Context: an optimization exercise on an open-source flow, tuned for small area, a short achievable clock period and few clock cycles. The choices shown serve that exercise and are no tape-out recipe.
At most, simulation tests tie the RTL to the original design; equivalence was not proved.

==> module xxtea_engine, before the edit <==
module xxtea_engine (
    input  wire         clk,
    input  wire         rst,       
    input  wire         start,     
    input  wire         decrypt,   
    input  wire [3:0]   nwords,    
    input  wire [127:0] key,       
    input  wire [255:0] din,       
    output wire         ready,
    output reg          done,
    output reg          err,
    output wire [255:0] dout
);
    localparam [31:0] DELTA = 32'h9E3779B9;
    localparam [2:0] S_IDLE = 3'd0, S_PRE1 = 3'd1, S_PRE2 = 3'd2, S_RUN = 3'd3,
                     S_FIN = 3'd4;
    reg [31:0] s [0:7];      
    reg [31:0] k [0:3];      
    reg [31:0] c, y, z;      
    reg [31:0] kw;           
    reg [2:0]  st;
    reg        dec;
    reg        d2;           
    reg        d3;           
    reg [2:0]  last;         
    reg [2:0]  p;            
    reg [2:0]  q;            
    reg [2:0]  pw;           
    reg        wr;           
    reg [5:0]  rleft;        
    reg [31:0] sum;
    reg [2:0]  p_n;          
    reg [31:0] sum_n;
    integer i;
    reg [5:0]  rounds;
    reg [31:0] sum_dec0;
    always @* begin
        case (nwords)
            4'd2:    begin rounds = 6'd32; sum_dec0 = 32'hC6EF3720; end
            4'd3:    begin rounds = 6'd23; sum_dec0 = 32'h36FBEF9F; end
            4'd4:    begin rounds = 6'd19; sum_dec0 = 32'hBE1E08BB; end
            4'd5:    begin rounds = 6'd16; sum_dec0 = 32'hE3779B90; end
            4'd6:    begin rounds = 6'd14; sum_dec0 = 32'hA708A81E; end
            4'd7:    begin rounds = 6'd13; sum_dec0 = 32'h08D12E65; end
            4'd8:    begin rounds = 6'd12; sum_dec0 = 32'h6A99B4AC; end
            default: begin rounds = 6'd0;  sum_dec0 = 32'h00000000; end
        endcase
    end
    wire        run  = (st == S_RUN);
    wire        idle = (st == S_IDLE);
    wire        pre  = (st == S_PRE1) || (st == S_PRE2);
    wire [31:0] x    = s[q];
    wire [31:0] wv   = dec ? y : z;    
    wire [31:0] mx  = (((y >> 5) ^ (z << 2)) + ((z >> 3) ^ (y << 4))) ^
                      ((sum ^ z) + (kw ^ y));
    wire [31:0] nv  = ((c ^ {32{dec}}) + mx) ^ {32{dec}};
    wire round_end = dec ? (p == 3'd0) : (p == last);
    wire [2:0] q_nxt = (q == last) ? 3'd0 : q + 3'd1;
    wire [2:0] q_prv = (q == 3'd0) ? last : q - 3'd1;
    assign ready = idle;
    genvar gi;
    generate
        for (gi = 0; gi < 8; gi = gi + 1) begin : g_out
            assign dout[32*gi +: 32] = s[gi];
        end
    endgenerate
    always @(posedge clk) begin
        for (i = 0; i < 8; i = i + 1)
            if (idle)
                s[i] <= din[32*i +: 32];
            else if (wr && pw == i)
                s[i] <= wv;
    end
    always @(posedge clk)
        if (idle)
            for (i = 0; i < 4; i = i + 1)
                k[i] <= key[32*i +: 32];
    wire        y_nv = !pre && (dec || d2);
    wire        z_nv = !pre && !(dec && !d2);
    wire [31:0] c_d  = (pre && !dec) ? s[0] : (dec ? z : y);
    wire [31:0] xf   = (!pre && d3) ? wv : x;
    wire [31:0] y_o  = pre ? (dec ? s[0] : s[1]) : xf;
    wire [31:0] z_o  = xf;
    wire [31:0] y_d  = y_nv ? nv : y_o;
    wire [31:0] z_d  = z_nv ? nv : z_o;
    always @(posedge clk) begin
        c <= c_d;
        y <= y_d;
        z <= z_d;
    end
    wire [2:0]  p_step   = round_end ? (dec ? last : 3'd0) : (dec ? p - 3'd1 : p + 3'd1);
    wire [31:0] sum_step = round_end ? (dec ? sum - DELTA : sum + DELTA) : sum;
    always @* begin
        if (idle) begin
            p_n   = decrypt ? nwords[2:0] - 3'd1 : 3'd0;
            sum_n = decrypt ? sum_dec0 : DELTA;
        end else if (run) begin
            p_n   = p_step;
            sum_n = sum_step;
        end else begin
            p_n   = p;
            sum_n = sum;
        end
    end
    wire [1:0] kidx_n = run ? (p_step[1:0] ^ sum_step[3:2]) : (p[1:0] ^ sum[3:2]);
    always @(posedge clk) begin
        p   <= p_n;
        sum <= sum_n;
        kw  <= k[kidx_n];
        pw  <= p;
        wr  <= run;
    end
    always @(posedge clk) begin
        if (rst) begin
            st   <= S_IDLE;
            done <= 1'b0;
            err  <= 1'b0;
        end else begin
            done <= 1'b0;
            case (st)
                S_IDLE: if (start) begin
                    dec   <= decrypt;
                    d2    <= (nwords == 4'd2);
                    d3    <= (nwords == 4'd3);
                    last  <= nwords[2:0] - 3'd1;
                    rleft <= rounds;
                    q     <= nwords[2:0] - 3'd1;
                    if (nwords == 4'd0 || nwords > 4'd8) begin
                        err  <= 1'b1;
                        done <= 1'b1;
                    end else if (nwords == 4'd1) begin
                        err  <= 1'b0;
                        done <= 1'b1;
                    end else begin
                        err  <= 1'b0;
                        st   <= S_PRE1;
                    end
                end
                S_PRE1: begin
                    if (dec) begin
                        st <= S_PRE2;
                        q  <= q_prv;
                    end else begin
                        st <= S_RUN;
                        q  <= d2 ? 3'd0 : 3'd2;
                    end
                end
                S_PRE2: begin
                    st <= S_RUN;
                    q  <= q_prv;
                end
                S_RUN: begin
                    q <= dec ? q_prv : q_nxt;
                    if (round_end) begin
                        rleft <= rleft - 6'd1;
                        if (rleft == 6'd1)
                            st <= S_FIN;
                    end
                end
                default: begin
                    st   <= S_IDLE;
                    done <= 1'b1;
                end
            endcase
        end
    end
endmodule
Settings: LEC_CHECK=0, ABC_AREA=1, CAP_MARGIN=0, CORE_MARGIN=2, CORE_UTILIZATION=40, PLACE_DENSITY=0.6, SLEW_MARGIN=0; clock period 11.0 ns.
standard.sh (not shown) runs the stock make flow with config.mk's settings and CLKGATE_MAP_FILE= SYNTH_SCRIPT=/design/flow/synth_recipe.tcl, a recipe that flattens the netlist after the stock synthesis.
==> flow/flow/run.sh <==
#!/bin/bash
# The standard layout, with buf_1 port buffers and a larger setup repair margin.
set -euo pipefail
export BUFFER_PORTS_ARGS="-buffer_cell sky130_fd_sc_hd__buf_1"
export SETUP_SLACK_MARGIN=7.0
bash standard.sh > standard.log 2>&1
==> next run, changes <==
--- a/flow/design.v
+++ b/flow/design.v
@@ -49,9 +49,8 @@
     wire        run  = (st == S_RUN);
     wire        idle = (st == S_IDLE);
     wire        pre  = (st == S_PRE1) || (st == S_PRE2);
     wire [31:0] x    = s[q];
-    wire [31:0] wv   = dec ? y : z;    
     wire [31:0] mx  = (((y >> 5) ^ (z << 2)) + ((z >> 3) ^ (y << 4))) ^
                       ((sum ^ z) + (kw ^ y));
     wire [31:0] nv  = ((c ^ {32{dec}}) + mx) ^ {32{dec}};
     wire round_end = dec ? (p == 3'd0) : (p == last);
@@ -63,8 +62,9 @@
         for (gi = 0; gi < 8; gi = gi + 1) begin : g_out
             assign dout[32*gi +: 32] = s[gi];
         end
     endgenerate
+    wire [31:0] wv = dec ? y : z;
     always @(posedge clk) begin
         for (i = 0; i < 8; i = i + 1)
             if (idle)
                 s[i] <= din[32*i +: 32];
@@ -77,11 +77,10 @@
                 k[i] <= key[32*i +: 32];
     wire        y_nv = !pre && (dec || d2);
     wire        z_nv = !pre && !(dec && !d2);
     wire [31:0] c_d  = (pre && !dec) ? s[0] : (dec ? z : y);
-    wire [31:0] xf   = (!pre && d3) ? wv : x;
-    wire [31:0] y_o  = pre ? (dec ? s[0] : s[1]) : xf;
-    wire [31:0] z_o  = xf;
+    wire [31:0] y_o  = pre ? (dec ? s[0] : s[1]) : (d3 ? z : x);
+    wire [31:0] z_o  = (!pre && d3) ? y : x;
     wire [31:0] y_d  = y_nv ? nv : y_o;
     wire [31:0] z_d  = z_nv ? nv : z_o;
     always @(posedge clk) begin
         c <= c_d;
What happened:
- worst hold slack is worse by 0.0093 ns
- routed wire length falls by about 1.4%
- utilization decreases by 0.92 points
- cell count shrinks by about 0.8%
- via count goes down by about 0.6%
- sequential share of layout area went up by 0.18 points
Testbench counts after the change, summed over its fixed seeds: cycles 266,846.
No functional check of the RTL was part of the first run of this note.


RTL: one of the versions met above, not the one the previous note started from.
Size: about 570 flip-flops, about 650 I/O pins, about 34000 sq um of cells after synthesis.
## xxtea_engine
module xxtea_engine (
    input  wire         clk,
    input  wire         rst,       
    input  wire         start,     
    input  wire         decrypt,   
    input  wire [3:0]   nwords,    
    input  wire [127:0] key,       
    input  wire [255:0] din,       
    output wire         ready,
    output reg          done,
    output reg          err,
    output wire [255:0] dout
);
    localparam [31:0] DELTA = 32'h9E3779B9;
    localparam [2:0] S_IDLE = 3'd0, S_PRE1 = 3'd1, S_PRE2 = 3'd2, S_RUN = 3'd3,
                     S_FIN = 3'd4;
    reg [31:0] s [0:7];      
    reg [31:0] k [0:3];      
    reg [31:0] c, y, z;      
    reg [31:0] kw;           
    reg [2:0]  st;
    reg        dec;
    reg        d2;           
    reg        d3;           
    reg [2:0]  last;         
    reg [2:0]  p;            
    reg [2:0]  q;            
    reg [2:0]  pw;           
    reg        wr;           
    reg [5:0]  rleft;        
    reg [31:0] sum;
    reg [2:0]  p_n;          
    reg [31:0] sum_n;
    integer i;
    reg [5:0]  rounds;
    reg [31:0] sum_dec0;
    always @* begin
        case (nwords)
            4'd2:    begin rounds = 6'd32; sum_dec0 = 32'hC6EF3720; end
            4'd3:    begin rounds = 6'd23; sum_dec0 = 32'h36FBEF9F; end
            4'd4:    begin rounds = 6'd19; sum_dec0 = 32'hBE1E08BB; end
            4'd5:    begin rounds = 6'd16; sum_dec0 = 32'hE3779B90; end
            4'd6:    begin rounds = 6'd14; sum_dec0 = 32'hA708A81E; end
            4'd7:    begin rounds = 6'd13; sum_dec0 = 32'h08D12E65; end
            4'd8:    begin rounds = 6'd12; sum_dec0 = 32'h6A99B4AC; end
            default: begin rounds = 6'd0;  sum_dec0 = 32'h00000000; end
        endcase
    end
    wire        run  = (st == S_RUN);
    wire        idle = (st == S_IDLE);
    wire        pre  = (st == S_PRE1) || (st == S_PRE2);
    wire [31:0] x    = s[q];
  ...
==> module xxtea_engine, before the edit <==
module xxtea_engine (
    input  wire         clk,
    input  wire         rst,       
    input  wire         start,     
    input  wire         decrypt,   
    input  wire [3:0]   nwords,    
    input  wire [127:0] key,       
    input  wire [255:0] din,       
    output wire         ready,
    output reg          done,
    output reg          err,
    output wire [255:0] dout
);
    localparam [31:0] DELTA = 32'h9E3779B9;
    localparam [2:0] S_IDLE = 3'd0, S_PRE1 = 3'd1, S_PRE2 = 3'd2, S_RUN = 3'd3,
                     S_FIN = 3'd4;
    reg [31:0] s [0:7];      
    reg [31:0] k [0:3];      
    reg [31:0] c, y, z;      
    reg [31:0] kw;           
    reg [2:0]  st;
    reg        dec;
    reg        d2;           
    reg        d3;           
    reg [2:0]  last;         
    reg [2:0]  p;            
    reg [2:0]  q;            
    reg [2:0]  pw;           
    reg        wr;           
    reg [5:0]  rleft;        
    reg [31:0] sum;
    reg [2:0]  p_n;          
    reg [31:0] sum_n;
    integer i;
    reg [5:0]  rounds;
    reg [31:0] sum_dec0;
    always @* begin
        case (nwords)
            4'd2:    begin rounds = 6'd32; sum_dec0 = 32'hC6EF3720; end
            4'd3:    begin rounds = 6'd23; sum_dec0 = 32'h36FBEF9F; end
            4'd4:    begin rounds = 6'd19; sum_dec0 = 32'hBE1E08BB; end
            4'd5:    begin rounds = 6'd16; sum_dec0 = 32'hE3779B90; end
            4'd6:    begin rounds = 6'd14; sum_dec0 = 32'hA708A81E; end
            4'd7:    begin rounds = 6'd13; sum_dec0 = 32'h08D12E65; end
            4'd8:    begin rounds = 6'd12; sum_dec0 = 32'h6A99B4AC; end
            default: begin rounds = 6'd0;  sum_dec0 = 32'h00000000; end
        endcase
    end
    wire        run  = (st == S_RUN);
    wire        idle = (st == S_IDLE);
    wire        pre  = (st == S_PRE1) || (st == S_PRE2);
    wire [31:0] x    = s[q];
    wire [31:0] mx  = (((y >> 5) ^ (z << 2)) + ((z >> 3) ^ (y << 4))) ^
                      ((sum ^ z) + (kw ^ y));
    wire [31:0] nv  = ((c ^ {32{dec}}) + mx) ^ {32{dec}};
    wire round_end = dec ? (p == 3'd0) : (p == last);
    wire [2:0] q_nxt = (q == last) ? 3'd0 : q + 3'd1;
    wire [2:0] q_prv = (q == 3'd0) ? last : q - 3'd1;
    assign ready = idle;
    genvar gi;
    generate
        for (gi = 0; gi < 8; gi = gi + 1) begin : g_out
            assign dout[32*gi +: 32] = s[gi];
        end
    endgenerate
    wire [31:0] wv = dec ? y : z;
    always @(posedge clk) begin
        for (i = 0; i < 8; i = i + 1)
            if (idle)
                s[i] <= din[32*i +: 32];
            else if (wr && pw == i)
                s[i] <= wv;
    end
    always @(posedge clk)
        if (idle)
            for (i = 0; i < 4; i = i + 1)
                k[i] <= key[32*i +: 32];
    wire        y_nv = !pre && (dec || d2);
    wire        z_nv = !pre && !(dec && !d2);
    wire [31:0] c_d  = (pre && !dec) ? s[0] : (dec ? z : y);
    wire [31:0] y_o  = pre ? (dec ? s[0] : s[1]) : (d3 ? z : x);
    wire [31:0] z_o  = (!pre && d3) ? y : x;
    wire [31:0] y_d  = y_nv ? nv : y_o;
    wire [31:0] z_d  = z_nv ? nv : z_o;
    always @(posedge clk) begin
        c <= c_d;
        y <= y_d;
        z <= z_d;
    end
    wire [2:0]  p_step   = round_end ? (dec ? last : 3'd0) : (dec ? p - 3'd1 : p + 3'd1);
    wire [31:0] sum_step = round_end ? (dec ? sum - DELTA : sum + DELTA) : sum;
    always @* begin
        if (idle) begin
            p_n   = decrypt ? nwords[2:0] - 3'd1 : 3'd0;
            sum_n = decrypt ? sum_dec0 : DELTA;
        end else if (run) begin
            p_n   = p_step;
            sum_n = sum_step;
        end else begin
            p_n   = p;
            sum_n = sum;
        end
    end
    wire [1:0] kidx_n = run ? (p_step[1:0] ^ sum_step[3:2]) : (p[1:0] ^ sum[3:2]);
    always @(posedge clk) begin
        p   <= p_n;
        sum <= sum_n;
        kw  <= k[kidx_n];
        pw  <= p;
        wr  <= run;
    end
    always @(posedge clk) begin
        if (rst) begin
            st   <= S_IDLE;
            done <= 1'b0;
            err  <= 1'b0;
        end else begin
            done <= 1'b0;
            case (st)
                S_IDLE: if (start) begin
                    dec   <= decrypt;
                    d2    <= (nwords == 4'd2);
                    d3    <= (nwords == 4'd3);
                    last  <= nwords[2:0] - 3'd1;
                    rleft <= rounds;
                    q     <= nwords[2:0] - 3'd1;
                    if (nwords == 4'd0 || nwords > 4'd8) begin
                        err  <= 1'b1;
                        done <= 1'b1;
                    end else if (nwords == 4'd1) begin
                        err  <= 1'b0;
                        done <= 1'b1;
                    end else begin
                        err  <= 1'b0;
                        st   <= S_PRE1;
                    end
                end
                S_PRE1: begin
                    if (dec) begin
                        st <= S_PRE2;
                        q  <= q_prv;
                    end else begin
                        st <= S_RUN;
                        q  <= d2 ? 3'd0 : 3'd2;
                    end
                end
                S_PRE2: begin
                    st <= S_RUN;
                    q  <= q_prv;
                end
                S_RUN: begin
                    q <= dec ? q_prv : q_nxt;
                    if (round_end) begin
                        rleft <= rleft - 6'd1;
                        if (rleft == 6'd1)
                            st <= S_FIN;
                    end
                end
                default: begin
                    st   <= S_IDLE;
                    done <= 1'b1;
                end
            endcase
        end
    end
endmodule
clock: 11.0 ns
lec_check: 0
abc_area: 1
cap_margin: 20
core_margin: 2
core_utilization: 40
place_density: 0.6
slew_margin: 20
==> flow/flow/run.sh <==
#!/bin/bash
# The standard layout, with buf_1 port buffers and a larger setup repair margin.
set -euo pipefail
export BUFFER_PORTS_ARGS="-buffer_cell sky130_fd_sc_hd__buf_1"
export SETUP_SLACK_MARGIN=6.0
bash standard.sh > standard.log 2>&1
The baseline finished with timing, DRC and antenna clean.
Testbench counts at the start, summed over its fixed seeds: cycles 266,846.
Rerun with:
--- a/flow/design.v
+++ b/flow/design.v
@@ -12,21 +12,16 @@
     output wire [255:0] dout
 );
     localparam [31:0] DELTA = 32'h9E3779B9;
-    localparam [2:0] S_IDLE = 3'd0, S_PRE1 = 3'd1, S_PRE2 = 3'd2, S_RUN = 3'd3,
-                     S_FIN = 3'd4;
+    localparam [1:0] S_IDLE = 2'd0, S_PRE1 = 2'd1, S_PRE2 = 2'd2, S_RUN = 2'd3;
     reg [31:0] s [0:7];      
     reg [31:0] k [0:3];      
     reg [31:0] c, y, z;      
-    reg [31:0] kw;           
-    reg [2:0]  st;
+    reg [1:0]  st;
     reg        dec;
     reg        d2;           
-    reg        d3;           
     reg [2:0]  last;         
     reg [2:0]  p;            
     reg [2:0]  q;            
-    reg [2:0]  pw;           
-    reg        wr;           
     reg [5:0]  rleft;        
     reg [31:0] sum;
     reg [2:0]  p_n;          
@@ -46,10 +41,10 @@
             default: begin rounds = 6'd0;  sum_dec0 = 32'h00000000; end
         endcase
     end
-    wire        run  = (st == S_RUN);
+    wire        run = (st == S_RUN);
     wire        idle = (st == S_IDLE);
-    wire        pre  = (st == S_PRE1) || (st == S_PRE2);
-    wire [31:0] x    = s[q];
+    wire [31:0] x   = s[q];
+    reg  [31:0] kw;          
     wire [31:0] mx  = (((y >> 5) ^ (z << 2)) + ((z >> 3) ^ (y << 4))) ^
                       ((sum ^ z) + (kw ^ y));
     wire [31:0] nv  = ((c ^ {32{dec}}) + mx) ^ {32{dec}};
@@ -63,51 +58,49 @@
             assign dout[32*gi +: 32] = s[gi];
         end
     endgenerate
-    wire [31:0] wv = dec ? y : z;
     always @(posedge clk) begin
         for (i = 0; i < 8; i = i + 1)
             if (idle)
                 s[i] <= din[32*i +: 32];
-            else if (wr && pw == i)
-                s[i] <= wv;
+            else if (run && p == i)
+                s[i] <= nv;
     end
     always @(posedge clk)
         if (idle)
             for (i = 0; i < 4; i = i + 1)
                 k[i] <= key[32*i +: 32];
+    wire pre = (st == S_PRE1) || (st == S_PRE2);
+    wire [31:0] c_d = (pre && !dec) ? s[0] : (dec ? z : y);
     wire        y_nv = !pre && (dec || d2);
     wire        z_nv = !pre && !(dec && !d2);
-    wire [31:0] c_d  = (pre && !dec) ? s[0] : (dec ? z : y);
-    wire [31:0] y_o  = pre ? (dec ? s[0] : s[1]) : (d3 ? z : x);
-    wire [31:0] z_o  = (!pre && d3) ? y : x;
+    wire [31:0] y_o  = pre ? (dec ? s[0] : s[1]) : x;
     wire [31:0] y_d  = y_nv ? nv : y_o;
-    wire [31:0] z_d  = z_nv ? nv : z_o;
+    wire [31:0] z_d  = z_nv ? nv : x;
     always @(posedge clk) begin
         c <= c_d;
         y <= y_d;
         z <= z_d;
     end
-    wire [2:0]  p_step   = round_end ? (dec ? last : 3'd0) : (dec ? p - 3'd1 : p + 3'd1);
-    wire [31:0] sum_step = round_end ? (dec ? sum - DELTA : sum + DELTA) : sum;
     always @* begin
+        p_n   = p;
+        sum_n = sum;
         if (idle) begin
             p_n   = decrypt ? nwords[2:0] - 3'd1 : 3'd0;
             sum_n = decrypt ? sum_dec0 : DELTA;
         end else if (run) begin
-            p_n   = p_step;
-            sum_n = sum_step;
-        end else begin
-            p_n   = p;
-            sum_n = sum;
+            if (round_end) begin
+                p_n   = dec ? last : 3'd0;
+                sum_n = dec ? sum - DELTA : sum + DELTA;
+            end else begin
+                p_n   = dec ? p - 3'd1 : p + 3'd1;
+            end
         end
     end
-    wire [1:0] kidx_n = run ? (p_step[1:0] ^ sum_step[3:2]) : (p[1:0] ^ sum[3:2]);
+    wire [1:0] kidx_n = run ? (p_n[1:0] ^ sum_n[3:2]) : (p[1:0] ^ sum[3:2]);
     always @(posedge clk) begin
         p   <= p_n;
         sum <= sum_n;
         kw  <= k[kidx_n];
-        pw  <= p;
-        wr  <= run;
     end
     always @(posedge clk) begin
         if (rst) begin
@@ -120,7 +113,6 @@
                 S_IDLE: if (start) begin
                     dec   <= decrypt;
                     d2    <= (nwords == 4'd2);
-                    d3    <= (nwords == 4'd3);
                     last  <= nwords[2:0] - 3'd1;
                     rleft <= rounds;
                     q     <= nwords[2:0] - 3'd1;
@@ -148,17 +140,15 @@
                     st <= S_RUN;
                     q  <= q_prv;
                 end
-                S_RUN: begin
+                default: begin
                     q <= dec ? q_prv : q_nxt;
                     if (round_end) begin
                         rleft <= rleft - 6'd1;
-                        if (rleft == 6'd1)
-                            st <= S_FIN;
+                        if (rleft == 6'd1) begin
+                            st   <= S_IDLE;
+                            done <= 1'b1;
+                        end
                     end
-                end
-                default: begin
-                    st   <= S_IDLE;
-                    done <= 1'b1;
                 end
             endcase
         end
Worst hold slack barely changes.
Cell area came out lower by a few percent.
Routed wire length came out higher by a little under a tenth.
Global-route usage came out higher by 3.9 points.
Clock-buffer cell count came out higher by 12.
Sequential share of layout area came out higher by 0.52 points.
Area after synthesis came out lower by a few percent.
Clock skew came out higher by 9.2 ps.
Utilization came out higher by 0.71 points.
Via count came out lower by a few percent.
Die area came out lower by a few percent.
Final cell count came out lower by a few percent.
Register-to-register slack loses 200 ps.
No functional check of the RTL was part of the second run of this note.

[port drivers added, routing unchanged]
How much do the figures lean on ideal ports? The routed layouts below were timed once more, with nothing changed but the port constraints. Step 1 sets driving cells, clkbuf_16 on the clock port and buf_2 on the other inputs (assumed; they add their load-dependent delay and slew). Step 2 times the ports against the registers' clock, not the clock port: input delays grow and output delays shrink by t, the midpoint of the rising clock arrivals with the driver on. a / b / c = ideal ports / drivers / drivers and shift; a / b = the first two.
run	t, ns	setup slack, ns	worst setup path after step 2
the first run of note 1	0.700	6.999 / 6.999 / 6.628	input to register
the second run of note 1	0.701	7.027 / 7.012 / 6.563	input to register
the first run of note 2	0.700	6.359 / 6.359 / 6.359	register to register
the second run of note 2	0.695	6.158 / 6.158 / 5.558	input to register
After both steps setup and hold are still met in every run listed. For the second run of note 2, which loses most, drivers alone change the setup slack by 0.000 ns; drivers and shift together by -0.600 ns.
